What follows belongs to an exercise in optimizing a design on an open flow for a short achievable clock period and few clock cycles; a production flow would make more cautious choices. Only simulation tests tie the RTL to the original design; equivalence was not proved. Power and IR drop assume default switching activity.

`flow/config.mk`:
```
export PLATFORM = sky130hd
export DESIGN_NAME = lcd_draw
export DESIGN_NICKNAME = lcd_draw
export VERILOG_FILES = /design/flow/design.v
export SDC_FILE = /design/flow/constraint.sdc
export NUM_CORES = 4
export LEC_CHECK = 0
export CAP_MARGIN = 20
export CORE_MARGIN = 2
export CORE_UTILIZATION = 40
export SLEW_MARGIN = 20
```
`flow/run.sh`:
```
#!/bin/bash
# synth_recipe.tcl (not shown) runs the flow's synth.tcl, then flattens the netlist and writes it again
# the make line also repeats each setting of config.mk as NAME=value (left out here)
make -C /OpenROAD-flow-scripts/flow DESIGN_CONFIG=/design/flow/config.mk WORK_HOME=/design/flow/orfs CLKGATE_MAP_FILE= SYNTH_SCRIPT=/design/flow/synth_recipe.tcl finish
```
`flow/constraint.sdc`:
```
create_clock -name core_clock -period 7.0 [get_ports {clk}]
set_input_delay 1.4000 -clock core_clock [delete_from_list [all_inputs] [get_ports {clk}]]
set_output_delay 1.4000 -clock core_clock [all_outputs]
set_load 0.01 [all_outputs]
```
`flow/design.v`:
```
module lcd_packer (
    input  wire         clk,
    input  wire         rst,
    input  wire         sq_valid,
    input  wire [131:0] sq_data,    
    input  wire [6:0]   sq_len,     
    input  wire         sq_clr,     
    output wire         sq_pop,
    output reg          out_valid,
    output wire [15:0]  out_data,
    output wire         out_last,
    input  wire         out_ready,
    output reg  [9:0]   wtaken      
);
    reg [131:0] acc;
    reg [7:0]   nb;        
    reg         nb_ge16;   
    reg         nb_lt32;   
    reg [9:0]   wc;        
    reg         wc_end;    
    reg [16:0]  q0, q1;    
    reg         qfull;     
    wire       emit  = nb_ge16 && !qfull;
    wire [7:0] ne    = emit ? nb - 8'd16 : nb;
    wire       merge = sq_valid && (emit ? nb_lt32 : !nb_ge16);
    assign sq_pop = merge;
    wire [7:0]  nb_n  = merge ? (sq_clr ? 8'd0 : ne + {1'b0, sq_len}) : ne;
    wire [16:0] w_new = {wc_end, acc[131:116]};
    wire        pop   = out_valid && out_ready;
    assign out_data  = q0[15:0];
    assign out_last  = q0[16];
    always @(posedge clk) begin
        if (rst) begin
            acc       <= 132'd0;
            nb        <= 8'd0;
            nb_ge16   <= 1'b0;
            nb_lt32   <= 1'b1;
            wc        <= 10'd0;
            wc_end    <= 1'b0;
            out_valid <= 1'b0;
            qfull     <= 1'b0;
            wtaken    <= 10'd0;
        end else begin
            if (merge && sq_clr)
                acc <= 132'd0;
            else
                acc <= (emit ? {acc[115:0], 16'd0} : acc) | (merge ? sq_data : 132'd0);
            nb      <= nb_n;
            nb_ge16 <= (nb_n >= 8'd16);
            nb_lt32 <= (nb_n < 8'd32);
            if (merge && sq_clr) begin
                wc     <= 10'd0;
                wc_end <= 1'b0;
            end else if (emit) begin
                wc     <= wc_end ? 10'd0 : wc + 10'd1;
                wc_end <= (wc == 10'd574);
            end
            if (pop && !emit) begin
                out_valid <= qfull;
                qfull     <= 1'b0;
            end else if (emit && !pop) begin
                out_valid <= 1'b1;
                qfull     <= out_valid;
            end
            if (pop)
                wtaken <= wtaken + 10'd1;
        end
        if (pop) begin
            if (qfull) q0 <= q1;
            else       q0 <= w_new;
        end else if (emit) begin
            if (!out_valid) q0 <= w_new;
            else            q1 <= w_new;
        end
    end
endmodule
module lcd_frame (
    input  wire         clk,
    input  wire         rst,
    input  wire         in_valid,
    input  wire [116:0] in_bits,
    input  wire [6:0]   in_len,
    input  wire [3:0]   in_off,
    input  wire         in_clr,
    output reg          out_valid,
    output wire [131:0] out_data,
    output wire [6:0]   out_len,
    output wire         out_clr,
    input  wire         out_pop
);
    reg [131:0] d0, d1, d2, d3;
    reg [6:0]   l0, l1, l2, l3;
    reg [3:0]   cl;
    reg [1:0]   wp, rp;
    reg [2:0]   count;
    wire [131:0] aligned = {in_bits, 15'd0} >> in_off;
    assign out_data  = (rp == 2'd0) ? d0 : (rp == 2'd1) ? d1 : (rp == 2'd2) ? d2 : d3;
    assign out_len   = (rp == 2'd0) ? l0 : (rp == 2'd1) ? l1 : (rp == 2'd2) ? l2 : l3;
    assign out_clr   = cl[rp];
    wire [2:0] count_n = count + {2'd0, in_valid} - {2'd0, out_pop};
    always @(posedge clk) begin
        if (rst) begin
            count     <= 3'd0;
            out_valid <= 1'b0;
            wp        <= 2'd0;
            rp        <= 2'd0;
            cl        <= 4'd0;
        end else begin
            count     <= count_n;
            out_valid <= (count_n != 3'd0);
            if (in_valid) begin
                wp <= wp + 2'd1;
                cl[wp] <= in_clr;
            end
            if (out_pop)
                rp <= rp + 2'd1;
        end
        if (in_valid) begin
            case (wp)
                2'd0: begin d0 <= aligned; l0 <= in_len; end
                2'd1: begin d1 <= aligned; l1 <= in_len; end
                2'd2: begin d2 <= aligned; l2 <= in_len; end
                default: begin d3 <= aligned; l3 <= in_len; end
            endcase
        end
    end
endmodule
module lcd_draw (
    input  wire        clk,
    input  wire        rst,
    input  wire        cmd_valid,
    output wire        cmd_ready,
    input  wire [7:0]  cmd_op,
    input  wire [15:0] cmd_a,
    input  wire [15:0] cmd_b,
    input  wire [15:0] cmd_c,
    input  wire [15:0] cmd_d,
    input  wire [15:0] cmd_e,
    output reg         rsp_valid,
    output reg  [7:0]  rsp_status,
    output wire        out_valid,
    output wire [15:0] out_data,
    output wire        out_last,
    input  wire        out_ready
);
    localparam [7:0] OP_PUSH     = 8'h01;
    localparam [7:0] OP_TEARDOWN = 8'h02;
    localparam [7:0] OP_WRREG    = 8'h10;
    localparam [7:0] OP_WRDAT8   = 8'h11;
    localparam [7:0] OP_WRDAT16  = 8'h12;
    localparam [7:0] OP_SETWIN   = 8'h20;
    localparam [7:0] OP_ARMRAM   = 8'h21;
    localparam [7:0] OP_SETCUR   = 8'h22;
    localparam [7:0] OP_POINT    = 8'h30;
    localparam [7:0] OP_FILL     = 8'h31;
    localparam [7:0] OP_CLEAR    = 8'h32;
    localparam [7:0] OP_LINE     = 8'h33;
    localparam [7:0] OP_RECT     = 8'h34;
    localparam [7:0] OP_FRECT    = 8'h35;
    localparam [7:0] OP_CIRCLE   = 8'h36;
    localparam [7:0] OP_INIT     = 8'h50;
    localparam [7:0] OP_SETCOLORS= 8'h51;
    localparam [7:0] ST_OK   = 8'h00;
    localparam [7:0] ST_OPEN = 8'hFE;   
    localparam [7:0] ST_ARG  = 8'hFD;   
    localparam [7:0] RAMCMD = 8'h2C;
    localparam [7:0] COLCMD = 8'h2A;
    localparam [7:0] ROWCMD = 8'h2B;
    localparam [4:0] G_IDLE  = 5'd0;
    localparam [4:0] G_CHK   = 5'd1;
    localparam [4:0] G_DEC   = 5'd2;
    localparam [4:0] G_FILL  = 5'd3;
    localparam [4:0] G_FEND  = 5'd4;
    localparam [4:0] G_LS0   = 5'd5;
    localparam [4:0] G_LS1   = 5'd6;
    localparam [4:0] G_LS2   = 5'd7;
    localparam [4:0] G_LSTEP = 5'd8;
    localparam [4:0] G_LPLOT = 5'd9;
    localparam [4:0] G_CITER = 5'd10;
    localparam [4:0] G_CPREP = 5'd11;
    localparam [4:0] G_CPLOT = 5'd12;
    localparam [4:0] G_CNEXT = 5'd13;
    localparam [4:0] G_CUPD1 = 5'd14;
    localparam [4:0] G_CUPD2 = 5'd15;
    localparam [4:0] G_DONE  = 5'd16;
    localparam [2:0] K_FRAME = 3'd0;    
    localparam [2:0] K_ARM   = 3'd1;
    localparam [2:0] K_RAW   = 3'd2;
    localparam [2:0] K_D16   = 3'd3;
    localparam [2:0] K_FILLD = 3'd4;
    localparam [2:0] K_CLEAR = 3'd5;
    localparam [3:0] SQ_DEPTH = 4'd4;
    localparam [2:0] RQ_DEPTH = 3'd4;
    reg  [87:0] cq0, cq1;
    reg         cq_occ0, cq_occ1;
    reg         cq_wp, cq_rp;
    reg         cmd_ready_r;
    assign cmd_ready = cmd_ready_r;
    wire        cq_acc = cmd_valid && cmd_ready_r;
    wire        cq_hv  = cq_rp ? cq_occ1 : cq_occ0;
    wire [87:0] cq_hd  = cq_rp ? cq1 : cq0;
    wire        cq_pop;
    always @(posedge clk) begin
        if (!cq_occ0) cq0 <= {cmd_op, cmd_a, cmd_b, cmd_c, cmd_d, cmd_e};
        if (!cq_occ1) cq1 <= {cmd_op, cmd_a, cmd_b, cmd_c, cmd_d, cmd_e};
    end
    wire occ0_n = (cq_occ0 && !(cq_pop && !cq_rp)) || (cq_acc && !cq_wp);
    wire occ1_n = (cq_occ1 && !(cq_pop &&  cq_rp)) || (cq_acc &&  cq_wp);
    wire wp_n   = cq_wp ^ cq_acc;
    always @(posedge clk) begin
        if (rst) begin
            cq_occ0     <= 1'b0;
            cq_occ1     <= 1'b0;
            cq_wp       <= 1'b0;
            cq_rp       <= 1'b0;
            cmd_ready_r <= 1'b0;
        end else begin
            cq_occ0     <= occ0_n;
            cq_occ1     <= occ1_n;
            cq_wp       <= wp_n;
            cq_rp       <= cq_rp ^ cq_pop;
            cmd_ready_r <= wp_n ? !occ1_n : !occ0_n;
        end
    end
    reg        ready;
    reg        orient;
    reg [15:0] fg;
    reg [4:0]  gst;
    reg [15:0] ra, rb, rc, rd, re;
    reg [7:0]  st;               
    reg        c_known, c_raw, c_d16, c_win, c_arm, c_cur, c_pt, c_fill, c_fchk,
               c_line, c_rect, c_circ, c_tear, c_init, c_setc;
    reg [8:0]  raw_cw;
    reg         fr_valid;
    reg [2:0]   fr_kind;
    reg [6:0]   fr_len;
    reg [15:0]  fr_x0, fr_y0, fr_x1, fr_y1, fr_col;
    reg         fr_orient;
    reg [8:0]   fr_raw;
    reg [2:0]   fr_m;
    reg         f2_valid;
    reg [116:0] f2_bits;
    reg [6:0]   f2_len;
    reg [3:0]   f2_off;
    reg         f2_clr;
    reg [3:0]  soff;
    reg [9:0]  wg;
    reg [3:0]  sq_cred;
    reg [2:0]  rq_cred;
    wire       seg_room = (sq_cred != 4'd0);
    wire       rsp_room = (rq_cred != 3'd0);
    reg        pend1, pend2;
    reg [7:0]  pend1_st, pend2_st;
    reg [15:0] fw, fremm1, frowsm1;
    reg        frem_ge6;
    reg [15:0] lx1, ly1, lx2, ly2, lx, ly, adx, ady, ldist, lcnt;
    reg        sxn, syn;
    reg [17:0] ex, ey, kx, ky;
    reg [1:0]  side;
    reg signed [17:0] cx, cy, cyi;
    reg signed [19:0] cd, cterm;
    reg        cdec;
    reg        cfill;
    reg [2:0]  ck;
    reg [15:0] p_xpu, p_xmu, p_xpv, p_xmv, p_ypu, p_ymu, p_ypv, p_ymv;
    reg        rq;               
    reg        done;             
    always @(*) begin
        rq = 1'b0;
        done = 1'b0;
        case (gst)
        G_DEC: begin
            if (st != ST_OK || c_setc) begin
                done = rsp_room;
            end else if (c_init || c_tear || c_raw || c_arm || c_d16 || c_win || c_cur || c_pt) begin
                rq = seg_room && rsp_room;
                done = rq;
            end else if (c_fill) begin
                rq = seg_room;
            end
        end
        G_FILL, G_FEND, G_LPLOT, G_CPLOT: rq = seg_room;
        G_DONE: done = rsp_room;
        default: ;
        endcase
    end
    wire sq_pop;
    wire rsend;
    assign cq_pop = (gst == G_IDLE) && cq_hv;
    wire [15:0] h_a = cq_hd[79:64];
    wire [15:0] h_b = cq_hd[63:48];
    wire [15:0] h_c = cq_hd[47:32];
    wire [15:0] h_d = cq_hd[31:16];
    wire [15:0] h_e = cq_hd[15:0];
    wire [7:0]  h_op = cq_hd[87:80];
    reg h_known;
    always @(*) begin
        case (h_op)
            OP_PUSH, OP_TEARDOWN, OP_WRREG, OP_WRDAT8, OP_WRDAT16,
            OP_SETWIN, OP_ARMRAM, OP_SETCUR, OP_POINT, OP_FILL,
            OP_CLEAR, OP_LINE, OP_RECT, OP_FRECT, OP_CIRCLE,
            OP_INIT, OP_SETCOLORS: h_known = 1'b1;
            default: h_known = 1'b0;
        endcase
    end
    wire [15:0] cpx = ck[2] ? (ck[0] ? p_xmv : p_xpv) : (ck[0] ? p_xmu : p_xpu);
    wire [15:0] cpy = ck[2] ? (ck[1] ? p_ymu : p_ypu) : (ck[1] ? p_ymv : p_ypv);
    wire signed [19:0] cx20 = cx;
    wire signed [19:0] cy20 = cy;
    wire        stx = !ex[17];
    wire        sty = !ey[17];
    wire [17:0] ex_s = ex + kx;
    wire [17:0] ex_n = ex + {2'b00, adx};
    wire [17:0] ey_s = ey + ky;
    wire [17:0] ey_n = ey + {2'b00, ady};
    wire [15:0] lx_p = lx + 16'd1;
    wire [15:0] lx_m = lx - 16'd1;
    wire [15:0] ly_p = ly + 16'd1;
    wire [15:0] ly_m = ly - 16'd1;
    wire [2:0] pick_m = frem_ge6 ? 3'd6 : fremm1[2:0] + 3'd1;
    always @(posedge clk) begin
        if (rst) begin
            gst        <= G_IDLE;
            ready      <= 1'b0;
            orient     <= 1'b0;
            fg         <= 16'd0;
            fr_valid   <= 1'b0;
            st         <= ST_OK;
        end else begin
            fr_valid <= rq;
            case (gst)
            G_IDLE: begin
                if (cq_hv) begin
                    c_known <= h_known;
                    c_raw  <= (h_op == OP_PUSH) || (h_op == OP_WRREG) || (h_op == OP_WRDAT8);
                    c_d16  <= (h_op == OP_WRDAT16);
                    c_win  <= (h_op == OP_SETWIN);
                    c_arm  <= (h_op == OP_ARMRAM);
                    c_cur  <= (h_op == OP_SETCUR);
                    c_pt   <= (h_op == OP_POINT);
                    c_fill <= (h_op == OP_FILL) || (h_op == OP_FRECT) || (h_op == OP_CLEAR);
                    c_fchk <= (h_op == OP_FILL) || (h_op == OP_FRECT);
                    c_line <= (h_op == OP_LINE);
                    c_rect <= (h_op == OP_RECT);
                    c_circ <= (h_op == OP_CIRCLE);
                    c_tear <= (h_op == OP_TEARDOWN);
                    c_init <= (h_op == OP_INIT);
                    c_setc <= (h_op == OP_SETCOLORS);
                    raw_cw <= (h_op == OP_PUSH)  ? h_a[15:7] :
                              (h_op == OP_WRREG) ? {1'b0, h_a[7:0]} : {1'b1, h_a[7:0]};
                    if (h_op == OP_CLEAR) begin
                        ra <= 16'd0; rb <= 16'd0; rc <= 16'd239; rd <= 16'd319; re <= h_a;
                    end else if (h_op == OP_FRECT) begin
                        ra <= h_a; rb <= h_b; rc <= h_c; rd <= h_d; re <= fg;
                    end else begin
                        ra <= h_a; rb <= h_b; rc <= h_c; rd <= h_d; re <= h_e;
                    end
                    gst <= G_CHK;
                end
            end
            G_CHK: begin
                st <= !c_known ? ST_ARG :
                      c_init ? ((ra[7:0] > 8'd1) ? ST_ARG : ST_OK) :
                      c_setc ? ST_OK :
                      !ready ? ST_OPEN :
                      (c_fchk && ((rc < ra) || (rd < rb))) ? ST_ARG :
                      (c_circ && (rd[7:0] > 8'd1)) ? ST_ARG : ST_OK;
                fr_kind   <= c_raw ? K_RAW : c_arm ? K_ARM : c_d16 ? K_D16 :
                             (c_init || c_tear) ? K_CLEAR : K_FRAME;
                fr_len    <= (c_raw || c_arm) ? 7'd9 : c_d16 ? 7'd18 :
                             (c_init || c_tear) ? 7'd0 : c_win ? 7'd90 :
                             (c_cur || c_fill) ? 7'd99 : 7'd117;
                fr_x0     <= ra;
                fr_y0     <= rb;
                fr_x1     <= (c_win || c_fill) ? rc : ra;
                fr_y1     <= (c_win || c_fill) ? rd : rb;
                fr_col    <= c_d16 ? ra : rc;
                fr_orient <= orient;
                fr_raw    <= raw_cw;
                gst <= G_DEC;
            end
            G_DEC: begin
                if (st != ST_OK) begin
                    if (done) gst <= G_IDLE;
                end else if (c_setc) begin
                    if (done) begin fg <= ra; gst <= G_IDLE; end
                end else if (c_init) begin
                    if (done) begin orient <= ra[0]; ready <= 1'b1; gst <= G_IDLE; end
                end else if (c_tear) begin
                    if (done) begin ready <= 1'b0; gst <= G_IDLE; end
                end else if (c_raw || c_arm || c_d16 || c_win || c_cur || c_pt) begin
                    if (done) gst <= G_IDLE;
                end else if (c_fill) begin
                    fw       <= rc - ra;
                    fremm1   <= rc - ra;
                    frem_ge6 <= (rc - ra) >= 16'd6;
                    frowsm1  <= rd - rb;
                    if (rq) gst <= G_FILL;
                end else if (c_line || c_rect) begin
                    side <= 2'd0;
                    lx1 <= ra; ly1 <= rb; lx2 <= rc; ly2 <= c_rect ? rb : rd;
                    gst <= G_LS0;
                end else begin  
                    cfill <= rd[0];
                    cx    <= 18'sd0;
                    cy    <= $signed({2'b00, rc});
                    cd    <= 20'sd3 - $signed({3'd0, rc, 1'b0});
                    gst   <= G_CITER;
                end
            end
            G_FILL: begin
                fr_kind <= K_FILLD;
                fr_col  <= re;
                fr_m    <= pick_m;
                case (pick_m)
                    3'd1: fr_len <= 7'd18;
                    3'd2: fr_len <= 7'd36;
                    3'd3: fr_len <= 7'd54;
                    3'd4: fr_len <= 7'd72;
                    3'd5: fr_len <= 7'd90;
                    default: fr_len <= 7'd108;
                endcase
                if (rq) begin
                    if (frem_ge6) begin
                        fremm1   <= fremm1 - 16'd6;
                        frem_ge6 <= fremm1 >= 16'd12;
                    end else if (frowsm1 == 16'd0) begin
                        gst <= G_FEND;
                    end else begin
                        frowsm1  <= frowsm1 - 16'd1;
                        fremm1   <= fw;
                        frem_ge6 <= fw >= 16'd6;
                    end
                end
            end
            G_FEND: begin
                fr_kind <= K_FRAME;
                fr_len  <= 7'd99;
                fr_x0   <= 16'd0;
                fr_y0   <= 16'd0;
                fr_x1   <= 16'd239;
                fr_y1   <= 16'd319;
                if (rq) gst <= G_DONE;
            end
            G_LS0: begin
                sxn <= lx2 < lx1;
                syn <= ly2 < ly1;
                adx <= (lx2 < lx1) ? lx1 - lx2 : lx2 - lx1;
                ady <= (ly2 < ly1) ? ly1 - ly2 : ly2 - ly1;
                lx  <= lx1;
                ly  <= ly1;
                gst <= G_LS1;
            end
            G_LS1: begin
                ldist <= (adx > ady) ? adx : ady;
                gst   <= G_LS2;
            end
            G_LS2: begin
                ex   <= {2'b00, adx} - {2'b00, ldist} - 18'd1;
                ey   <= {2'b00, ady} - {2'b00, ldist} - 18'd1;
                kx   <= {2'b00, adx} - {2'b00, ldist};
                ky   <= {2'b00, ady} - {2'b00, ldist};
                lcnt <= ldist;
                gst  <= G_LSTEP;
            end
            G_LSTEP: begin
                ex <= stx ? ex_s : ex_n;
                ey <= sty ? ey_s : ey_n;
                if (stx) lx <= sxn ? lx_m : lx_p;
                if (sty) ly <= syn ? ly_m : ly_p;
                gst <= G_LPLOT;
            end
            G_LPLOT: begin
                fr_kind <= K_FRAME;
                fr_len  <= 7'd117;
                fr_x0   <= lx;
                fr_y0   <= ly;
                fr_x1   <= lx;
                fr_y1   <= ly;
                fr_col  <= fg;
                if (rq) begin
                    if (lcnt != 16'd0) begin
                        lcnt <= lcnt - 16'd1;
                        gst  <= G_LSTEP;
                    end else if (c_rect && side != 2'd3) begin
                        side <= side + 2'd1;
                        case (side)
                            2'd0: begin lx1 <= ra; ly1 <= rb; lx2 <= ra; ly2 <= rd; end
                            2'd1: begin lx1 <= ra; ly1 <= rd; lx2 <= rc; ly2 <= rd; end
                            default: begin lx1 <= rc; ly1 <= rb; lx2 <= rc; ly2 <= rd; end
                        endcase
                        gst <= G_LS0;
                    end else begin
                        gst <= G_DONE;
                    end
                end
            end
            G_CITER: begin
                if (cx > cy) begin
                    gst <= G_DONE;
                end else begin
                    cyi <= cfill ? cx : cy;
                    gst <= G_CPREP;
                end
            end
            G_CPREP: begin
                p_xpu <= ra + cx[15:0];
                p_xmu <= ra - cx[15:0];
                p_xpv <= ra + cyi[15:0];
                p_xmv <= ra - cyi[15:0];
                p_ypu <= rb + cx[15:0];
                p_ymu <= rb - cx[15:0];
                p_ypv <= rb + cyi[15:0];
                p_ymv <= rb - cyi[15:0];
                ck    <= 3'd0;
                gst   <= G_CPLOT;
            end
            G_CPLOT: begin
                fr_kind <= K_FRAME;
                fr_len  <= 7'd117;
                fr_x0   <= cpx;
                fr_y0   <= cpy;
                fr_x1   <= cpx;
                fr_y1   <= cpy;
                fr_col  <= fg;
                if (rq) begin
                    ck <= ck + 3'd1;
                    if (ck == 3'd7) gst <= G_CNEXT;
                end
            end
            G_CNEXT: begin
                if (cfill && cyi != cy) begin
                    cyi <= cyi + 18'sd1;
                    gst <= G_CPREP;
                end else begin
                    gst <= G_CUPD1;
                end
            end
            G_CUPD1: begin
                cdec  <= !cd[19];
                cterm <= cd[19] ? (cx20 <<< 2) + 20'sd6 : ((cx20 - cy20) <<< 2) + 20'sd10;
                gst   <= G_CUPD2;
            end
            G_CUPD2: begin
                cd <= cd + cterm;
                if (cdec) cy <= cy - 18'sd1;
                cx  <= cx + 18'sd1;
                gst <= G_CITER;
            end
            G_DONE: begin
                if (done) gst <= G_IDLE;
            end
            default: gst <= G_IDLE;
            endcase
        end
    end
    wire [8:0] c_first  = {1'b0, fr_orient ? ROWCMD : COLCMD};
    wire [8:0] c_second = {1'b0, fr_orient ? COLCMD : ROWCMD};
    wire [116:0] frame13 = {c_first, 1'b1, fr_y0[15:8], 1'b1, fr_y0[7:0], 1'b1, fr_y1[15:8], 1'b1, fr_y1[7:0],
                            c_second, 1'b1, fr_x0[15:8], 1'b1, fr_x0[7:0], 1'b1, fr_x1[15:8], 1'b1, fr_x1[7:0],
                            1'b0, RAMCMD, 1'b1, fr_col[15:8], 1'b1, fr_col[7:0]};
    wire [17:0]  pix    = {1'b1, fr_col[15:8], 1'b1, fr_col[7:0]};
    wire [116:0] pix6   = {pix, pix, pix, pix, pix, pix, 9'd0};
    reg  [116:0] fmask;
    always @(*) begin
        case (fr_len)
            7'd90:   fmask = {{90{1'b1}}, 27'd0};
            7'd99:   fmask = {{99{1'b1}}, 18'd0};
            default: fmask = {117{1'b1}};
        endcase
    end
    reg  [116:0] pmask;
    always @(*) begin
        case (fr_m)
            3'd1:    pmask = {{18{1'b1}}, 99'd0};
            3'd2:    pmask = {{36{1'b1}}, 81'd0};
            3'd3:    pmask = {{54{1'b1}}, 63'd0};
            3'd4:    pmask = {{72{1'b1}}, 45'd0};
            3'd5:    pmask = {{90{1'b1}}, 27'd0};
            default: pmask = {{108{1'b1}}, 9'd0};
        endcase
    end
    reg [116:0] fbits;
    always @(*) begin
        case (fr_kind)
            K_FRAME: fbits = frame13 & fmask;
            K_ARM:   fbits = {1'b0, RAMCMD, 108'd0};
            K_RAW:   fbits = {fr_raw, 108'd0};
            K_D16:   fbits = {pix, 99'd0};
            K_FILLD: fbits = pix6 & pmask;
            default: fbits = 117'd0;
        endcase
    end
    wire [7:0] s_sum = {4'd0, soff} + {1'b0, fr_len};
    wire       fr_clr = (fr_kind == K_CLEAR);
    always @(posedge clk) begin
        if (rst) begin
            f2_valid <= 1'b0;
            soff     <= 4'd0;
            wg       <= 10'd0;
        end else begin
            f2_valid <= fr_valid;
            if (fr_valid) begin
                if (fr_clr) begin
                    soff <= 4'd0;
                end else begin
                    soff <= s_sum[3:0];
                    wg   <= wg + {6'd0, s_sum[7:4]};
                end
            end
        end
        f2_bits <= fbits;
        f2_len  <= fr_len;
        f2_off  <= soff;
        f2_clr  <= fr_clr;
    end
    always @(posedge clk) begin
        if (rst) begin
            sq_cred <= SQ_DEPTH;
            rq_cred <= RQ_DEPTH;
        end else begin
            sq_cred <= sq_cred - {3'd0, rq} + {3'd0, sq_pop};
            rq_cred <= rq_cred - {2'd0, done} + {2'd0, rsend};
        end
    end
    wire         sq_valid, sq_clr;
    wire [131:0] sq_data;
    wire [6:0]   sq_len;
    wire [9:0]   wtaken;
    lcd_frame u_frame (
        .clk(clk), .rst(rst),
        .in_valid(f2_valid), .in_bits(f2_bits), .in_len(f2_len),
        .in_off(f2_off), .in_clr(f2_clr),
        .out_valid(sq_valid), .out_data(sq_data), .out_len(sq_len),
        .out_clr(sq_clr), .out_pop(sq_pop)
    );
    lcd_packer u_packer (
        .clk(clk), .rst(rst),
        .sq_valid(sq_valid), .sq_data(sq_data), .sq_len(sq_len),
        .sq_clr(sq_clr), .sq_pop(sq_pop),
        .out_valid(out_valid), .out_data(out_data), .out_last(out_last),
        .out_ready(out_ready), .wtaken(wtaken)
    );
    reg [7:0]  rs0, rs1, rs2, rs3;
    reg [9:0]  rt0, rt1, rt2, rt3;
    reg [1:0]  rq_wp, rq_rp;
    reg [2:0]  rq_n;
    wire [7:0] rh_s = (rq_rp == 2'd0) ? rs0 : (rq_rp == 2'd1) ? rs1 : (rq_rp == 2'd2) ? rs2 : rs3;
    wire [9:0] rh_t = (rq_rp == 2'd0) ? rt0 : (rq_rp == 2'd1) ? rt1 : (rq_rp == 2'd2) ? rt2 : rt3;
    wire [9:0] rdiff = wtaken - rh_t;
    assign rsend = (rq_n != 3'd0) && !rdiff[9];
    always @(posedge clk) begin
        if (rst) begin
            pend1      <= 1'b0;
            pend2      <= 1'b0;
            rq_wp      <= 2'd0;
            rq_rp      <= 2'd0;
            rq_n       <= 3'd0;
            rsp_valid  <= 1'b0;
            rsp_status <= 8'd0;
        end else begin
            pend1 <= done;
            pend2 <= pend1;
            rq_n <= rq_n + {2'd0, pend2} - {2'd0, rsend};
            if (pend2) rq_wp <= rq_wp + 2'd1;
            if (rsend) rq_rp <= rq_rp + 2'd1;
            rsp_valid  <= rsend;
            rsp_status <= rh_s;
        end
        pend1_st <= st;
        pend2_st <= pend1_st;
        if (pend2) begin
            case (rq_wp)
                2'd0: begin rs0 <= pend2_st; rt0 <= wg; end
                2'd1: begin rs1 <= pend2_st; rt1 <= wg; end
                2'd2: begin rs2 <= pend2_st; rt2 <= wg; end
                default: begin rs3 <= pend2_st; rt3 <= wg; end
            endcase
        end
    end
endmodule
```
==> summary.txt, run 1 <==
clk latency of the worst-skew pair 870 ps; Post-synth EDFFs 1528; H-tree Lvls 4; count of final hold-check violations 0; most area-consuming cells after synthesis edfxtp_1, dfxtp_1, ha_1; dpl cells 12170; Yosys reg bits 1904; Hold Buf Count CTS 0; Die ar. 0.2518 mm2; critical path cell sequence inv_1 -> ha_1 -> mux2i_1 -> nor2_1 -> a21oi_1 -> nor2_1 -> a21oi_1 -> ha_1 -> a2111oi_0 -> o21ai_0 -> a221oi_1 -> xnor2_1 -> nor2_1 -> inv_1 -> ha_1 -> inv_1 -> ha_1 -> fa_1 -> xnor2_1 -> nand2b_1; clock buffer depth 3; Power Total 0.03453 W; crit path capture type flip-flop; max_slew headroom 17.64%; final-report max-slew violation count 0; Peak VDD IR 0.2729 mV; P&R area growth vs syn 11.85%; count of clock tree sinks 1904; total grt overflow 0; Total Wirelength 286100 um; final setup fails 0; Top FF cell, synth edfxtp_1; number of buffers created by CTS 207; unrepaired setup endpoints after global routing false; hold path depth 0; ys async rst share 0%; count leader, synth edfxtp_1; core area 0.2462 mm2; drt wl/cell 22.76 um; Place WS 2142 ps; FF-to-FF Start rq_rp[0]; initial antenna violation count 19; Die H 501.8 um; first-pass GRT wire length 424100 um; Startpoint Class flip-flop; # rows 182; clk slew on worst S/H paths 60 ps; crit path kind reg2reg; Hold Path End pend2_st[6]; Hold Startpoint pend1_st[6]; post-route clock period utilization 70.45%; flop-to-flop setup slack 2070 ps; Max Cap Viol 0; CP required 7760 ps; worst setup path start rq_rp[0]; Worst path max stage delay 700 ps; DR DRC count 0; share of layout cells above drive strength 1 8.314%; Final GP Congestion 0.9963; Syn Inst Count 9101; Final Non-Filler Cells 12570; Post-CTS Resized 0; DRT antenna net count 0; post-synth cell types 91; die width 501.8 um; Worst R2R End rq_cred[2]; Synthesized Nets 9660; Pwr Density 311.5 mW/mm2; CTS tree done; setup TNS 0 ps; final worst slack 2068 ps; Peak Freq 202.8 MHz; sequential fraction of the synthesis area 53.88%; YS warnings 3; largest net degree at the start of global routing 104; # IOs 120; GRT Total Usage 22.14%; static leakage 40.52 nW; # Post-CTS Setup Buffers 0; Mapped Area 0.09913 mm2; CP most frequent cell ha_1; Post-synth top cells edfxtp_1, nand2_1, nor2_1, a21oi_1, o21ai_0; nets@finish 9630; Root Buffer clkbuf_16; R2R depth 20; routed vias 70190; post-synth top area cell edfxtp_1; Slew @ Worst Pin 1222 ps; Synth top area share 46.29%; Max FO, Critical Path 13; HP Class reg2reg; first drt pass iteration count 7; HPWL after DPL 202300 um; vias per cell 5.583; # port buffers 119; Initial Util 40.27%; WHS 334.4 ps; clock skew 57.71 ps; Iter 0 DRT Violations 6040; fin crit period 4932 ps; vias in the first global route 67060; outcome finished clean; Worst path slowest cell ha_1; Arr. time, crit path 5700 ps; syn_area_per_cell 10.89 um2
-- cell type report --
cell class	count	area, um2
fillers	22700	135300
repair buffers	249	2221
flip-flops and latches	1904	53430
diodes	10	25.02
inverters	423	1602
multi-input cells	6286	42520
well taps	3312	4144
clock buffers	260	5635
clock inverters	127	1299
-- where the power goes --
group          switching [W]  leakage (nW)  internal, W  total (W)
combinational        0.00571          19.7      0.00280    0.00851
sequential          0.000925          17.4       0.0140     0.0149
clock                0.00472          3.38      0.00639     0.0111
-- worst max-delay path: cells and delay by family (launching register included) --
| family | cells | cell delay, ps |
|---|---|---|
| AOI/OAI and AO/OA | 5 | 1230 |
| xor gates and xnor gates | 2 | 310 |
| and+or+nand+nor | 4 | 590 |
| muxes | 1 | 290 |
| buffers and inverters | 3 | 230 |
| adders and majority gates | 5 | 1830 |
| DFF | 1 | 340 |
-- cell families after synthesis --
| logic type | synth area share (%) |
|---|---|
| AND/OR/NAND/NOR | 12.03 |
| AO/OA/AOI/OAI | 12.49 |
| flip-flops | 53.88 |
| buffers and inverters | 3.474 |
| multiplexers | 8.211 |
| adder cells (fa/ha/maj) | 6.114 |
| XOR/XNOR | 3.808 |
-- placed cells by master (no fill, tap or decap), types with 21 or more instances in the layout --
cell and instances:
inv_1 412, a22oi_1 51, xor2_1 158, mux4_2 91
or2_2 21, xnor2_1 273, nor2_1 730, clkinv_2 44
nand2_1 1092, mux2_2 139, o21a_1 44, clkbuf_16 213
nand3_1 164, a22o_1 35, nand4_1 37, nand2b_1 53
o31ai_1 24, a211oi_1 75, nor4_1 48, nor2b_1 81
and3_1 93, or3_1 60, o21ai_0 572, a31oi_1 166
a21oi_1 614, o21bai_1 68, mux2i_1 452, clkdlybuf4s50_1 118
buf_4 127, fa_1 29, nor3_1 137, clkinv_1 41
ha_1 435, a21o_1 121, and2_1 55, clkbuf_1 32
edfxtp_1 1528, o211ai_1 53, dfxtp_1 371
-- state kept, by name, summed over array words and instances (netlist names), 19 cells and up --
register      cells
u_frame.d0      132
f2_bits         114
u_packer.acc    132
cq1              88
u_frame.d3      132
cq0              88
u_frame.d2      132
u_frame.d1      132
cd               19
-- per-stage QoR --
step / cell area (um2) / utilization [%]
after global placement: 103800 / 42.19
after detailed placement: 103900 / 42.20
after global routing: 110900 / 45.03
final: 110900 / 45.04
after CTS: 110800 / 45.02
after floorplan: 99150 / -
-- metal layers --
layer  GRT usage (%)  routed length (um)  vias up
met5               0                  23        -
met4           8.553               11870        4
met3           2.804               16490      523
met2           36.10              133600     2270
met1           30.01              124200    34330
li1                -                   -    33060
-- worst max-delay path by stage --
stage	slack, ps	to	cells after the start
2_1_floorplan	1290	c_arm	3
3_3_place_gp	2040	rq_n[2]	20
3_5_place_dp	2140	rq_cred[2]	20
4_1_cts	2090	rq_cred[2]	20
5_1_grt	1580	rq_n[2]	20
6_report	2070	rq_cred[2]	20
Testbench counts, summed over its fixed seeds: cycles 326,745.
==> run 2, diff against run 1 <==
--- a/flow/config.mk
+++ b/flow/config.mk
@@ -7,2 +7,3 @@
 export LEC_CHECK = 0
+export ABC_CLOCK_PERIOD_IN_PS = 2500
 export CAP_MARGIN = 20
@@ -10,2 +11,4 @@
 export CORE_UTILIZATION = 40
+export SETUP_SLACK_MARGIN = 4.0
 export SLEW_MARGIN = 20
+export TNS_END_PERCENT = 100
==> run 2 against run 1 <==
Still clean on timing, DRC and antenna. Clock skew increased by 21 ps. Via count increased by 3.6%. First-iteration DRC count increased by 11%. Setup slack improved by 1200 ps. Cell count increased by 2.9%. Combinational power increased by 12%. Non-clock buffer count increased by 355. Global-route usage increased by 1.1 points. Total power increased by 3.8%. Register-to-register slack improved by 1200 ps. Critical path depth unchanged. Worst hold slack about the same. Highest routed layer unchanged.
==> summary.txt, run 2 <==
Worst path slowest cell dfxtp_4; share of layout cells above drive strength 1 16.78%; HP Class reg2reg; first-pass GRT wire length 445300 um; Syn Inst Count 9101; Post-synth top cells edfxtp_1, nand2_1, nor2_1, a21oi_1, o21ai_0; Place WS 2364 ps; CP most frequent cell nor2_1; vias in the first global route 69900; Power Total 0.03585 W; setup TNS 0 ps; Peak VDD IR 0.2603 mV; Hold Startpoint pend1_st[1]; hold path depth 0; Arr. time, crit path 4520 ps; Hold Buf Count CTS 0; commonest non-fill, non-tap cell in the layout edfxtp_1; Iter 0 DRT Violations 6719; Hold Path End pend2_st[1]; Initial Util 40.27%; first drt pass iteration count 8; Yosys reg bits 1904; Worst R2R End rq_n[2]; initial antenna violation count 21; Synth Area in XOR/XNOR 3.808%; H-tree Lvls 4; WHS 334.6 ps; core area 0.2462 mm2; # port buffers 119; routed vias 72730; Root Buffer clkbuf_16; post-synth top area cell edfxtp_1; count of final hold-check violations 0; fin crit period 3761 ps; # rows 182; CP required 7760 ps; CTS tree done; commonest non-fill, non-tap cells in the layout edfxtp_1, nand2_1, nor2_1, a21oi_1, o21ai_0; clk slew on worst S/H paths 60 ps; Synth Area in Adders 6.114%; Top FF cell, synth edfxtp_1; die width 501.8 um; static leakage 43.37 nW; Synthesized Nets 9660; critical path cell sequence inv_4 -> ha_4 -> mux2i_1 -> nor2_1 -> a21oi_1 -> nor2_1 -> a21oi_2 -> ha_1 -> a2111oi_4 -> o21ai_1 -> a221oi_2 -> xnor2_1 -> nor2_2 -> ha_1 -> inv_2 -> ha_4 -> fa_2 -> xnor2_2 -> xnor2_1 -> nor2_1; Die H 501.8 um; Synth top area share 46.29%; final-report max-slew violation count 0; drt wl/cell 23.46 um; main combinational cell family by area after synthesis compound AO/OA/AOI/OAI gates; Die ar. 0.2518 mm2; Post-Synth Simple-Gate Area 12.03%; most area-consuming cells after synthesis edfxtp_1, dfxtp_1, ha_1; clock skew 78.35 ps; post-route clock period utilization 53.73%; HPWL after DPL 206300 um; Pwr Density 304.2 mW/mm2; filler instances 22150; nets@finish 9991; crit path kind reg2reg; syn_area_per_cell 10.89 um2; sequential fraction of the synthesis area 53.88%; Startpoint Class flip-flop; Worst path max stage delay 350 ps; ys async rst share 0%; Final GP Congestion 0.9557; max_slew headroom 26.01%; count leader, synth edfxtp_1; total grt overflow 0; vias per cell 5.623; count of clock tree sinks 1904; final setup fails 0; final worst slack 3239 ps; P&R area growth vs syn 18.91%; Max FO, Critical Path 4; number of buffers created by CTS 208; clock buffer depth 3; Mapped Area 0.09913 mm2; Post-synth EDFFs 1528; FF-to-FF Start rq_rp[0]; Total Wirelength 303500 um; post-synth cell types 91; flop-to-flop setup slack 3240 ps; DRT antenna net count 0; GRT Total Usage 23.28%; Max Cap Viol 0; clk latency of the worst-skew pair 900 ps; outcome finished clean; YS warnings 3; multiplexer share of the synthesized area 8.211%; Slew @ Worst Pin 1110 ps; DR DRC count 0; R2R depth 20; unrepaired setup endpoints after global routing true; largest net degree at the start of global routing 140; Compound-Gate Fraction of Synth Area 12.49%; # IOs 120; Peak Freq 265.9 MHz; crit path capture type flip-flop
-- run 2: cell counts after synthesis --
Identical to the previous run, type by type.
-- run 2: cell families after synthesis --
group                      after synthesis
AOI/OAI and AO/OA                     2029
muxes                                  682
buffers and inverters                  911
adders and majority gates              467
DFF                                   1904
and+or+nand+nor                       2677
xor gates and xnor gates               431
-- run 2: worst max path at each step --
stage	startpoint	endpoint	slack [ps]	depth (start not counted)
final	rq_rp[0]	rq_n[2]	3240	20
after global routing	rq_rp[0]	rq_n[2]	3030	20
after CTS	rq_rp[0]	rq_n[2]	3230	20
after detailed placement	cx[0]	cyi[13]	2360	13
after global placement	cx[0]	cyi[13]	2370	13
after floorplan	rst	c_arm	1540	3
-- run 2: timing repair --
action | CTS | global route
buffers inserted | 222 | 119
pin swaps | 197 | 194
gates resized for setup | 527 | 357
endpoints found under the setup margin | 1108 | 600
gates cloned | 10 | 4
-- run 2: area by class of cell --
| class | instances | area (um2) | share of cell area (%) |
|---|---|---|---|
| multi-input combinational | 6291 | 45500 | 38.60 |
| inverter | 423 | 1650 | 1.400 |
| clock buffer | 269 | 5751 | 4.879 |
| tap | 3312 | 4144 | 3.516 |
| sequential | 1904 | 53470 | 45.36 |
| clock inverter | 128 | 1508 | 1.279 |
| antenna | 4 | 10.01 | 0.008492 |
| timing repair buffer | 604 | 5838 | 4.953 |
-- run 2: where the power goes --
part | switching (W) | internal, W | leakage (nW) | total [W]
Combinational | 0.00623 | 0.00330 | 22.4 | 0.00953
Clock | 0.00483 | 0.00664 | 3.52 | 0.0115
Sequential | 0.000853 | 0.0140 | 17.4 | 0.0149
Total | 0.0119 | 0.0239 | 43.4 | 0.0359
-- run 2: worst max-delay path: cells and delay by family, from the launching register on --
kind | cells | cell delay [ps]
compound gates | 5 | 900
xor+xnor | 3 | 510
fa+ha+maj | 5 | 1260
buf+inv | 2 | 110
flops | 1 | 350
mux | 1 | 210
simple gates | 4 | 290
-- run 2: routing by layer --
layer / vias to the layer above / global-route usage, % / part of all wire, %
met5: - / 0 / 0.010
met4: 4 / 10.83 / 5.0
met3: 632 / 3.806 / 6.5
met2: 2481 / 37.61 / 46
met1: 35800 / 30.59 / 42
li1: 33820 / - / -
-- run 2: per-stage QoR --
step	area [um2]	cells	utilization, %
final	117900	12940	47.88
after global routing	117900	12930	47.88
after global placement	104000	12180	42.25
after detailed placement	104000	12180	42.25
after CTS	115300	12810	46.82
after floorplan	99340	9101	-

==> static timing again, ports no longer ideal <==
The flow's constraints put no driver on any port. The routed layouts listed below were extracted and timed again, unchanged, in two steps.
Step 1, drivers: a clkbuf_16 drives clk and a buf_2 each remaining input, both assumed.
Step 2, shift: input delay + t, output delay - t, t = (earliest + latest rising clock arrival at the registers) / 2. This alone moves slack from input paths to output paths.
a / b / c = ideal ports / drivers / drivers and shift; a / b = the first two.
run	t, ns	slack for setup (ns)	clock arrival spread, ns	worst register clock-pin slew, ns	cell pins on the clock port's net
run 1	0.940	2.068 / 2.068 / 2.068	0.062 / 0.063	0.07 / 0.07	1
run 2	0.968	3.239 / 3.239 / 3.239	0.081 / 0.081	0.07 / 0.07	1
After both steps setup and hold are still met in every run listed.
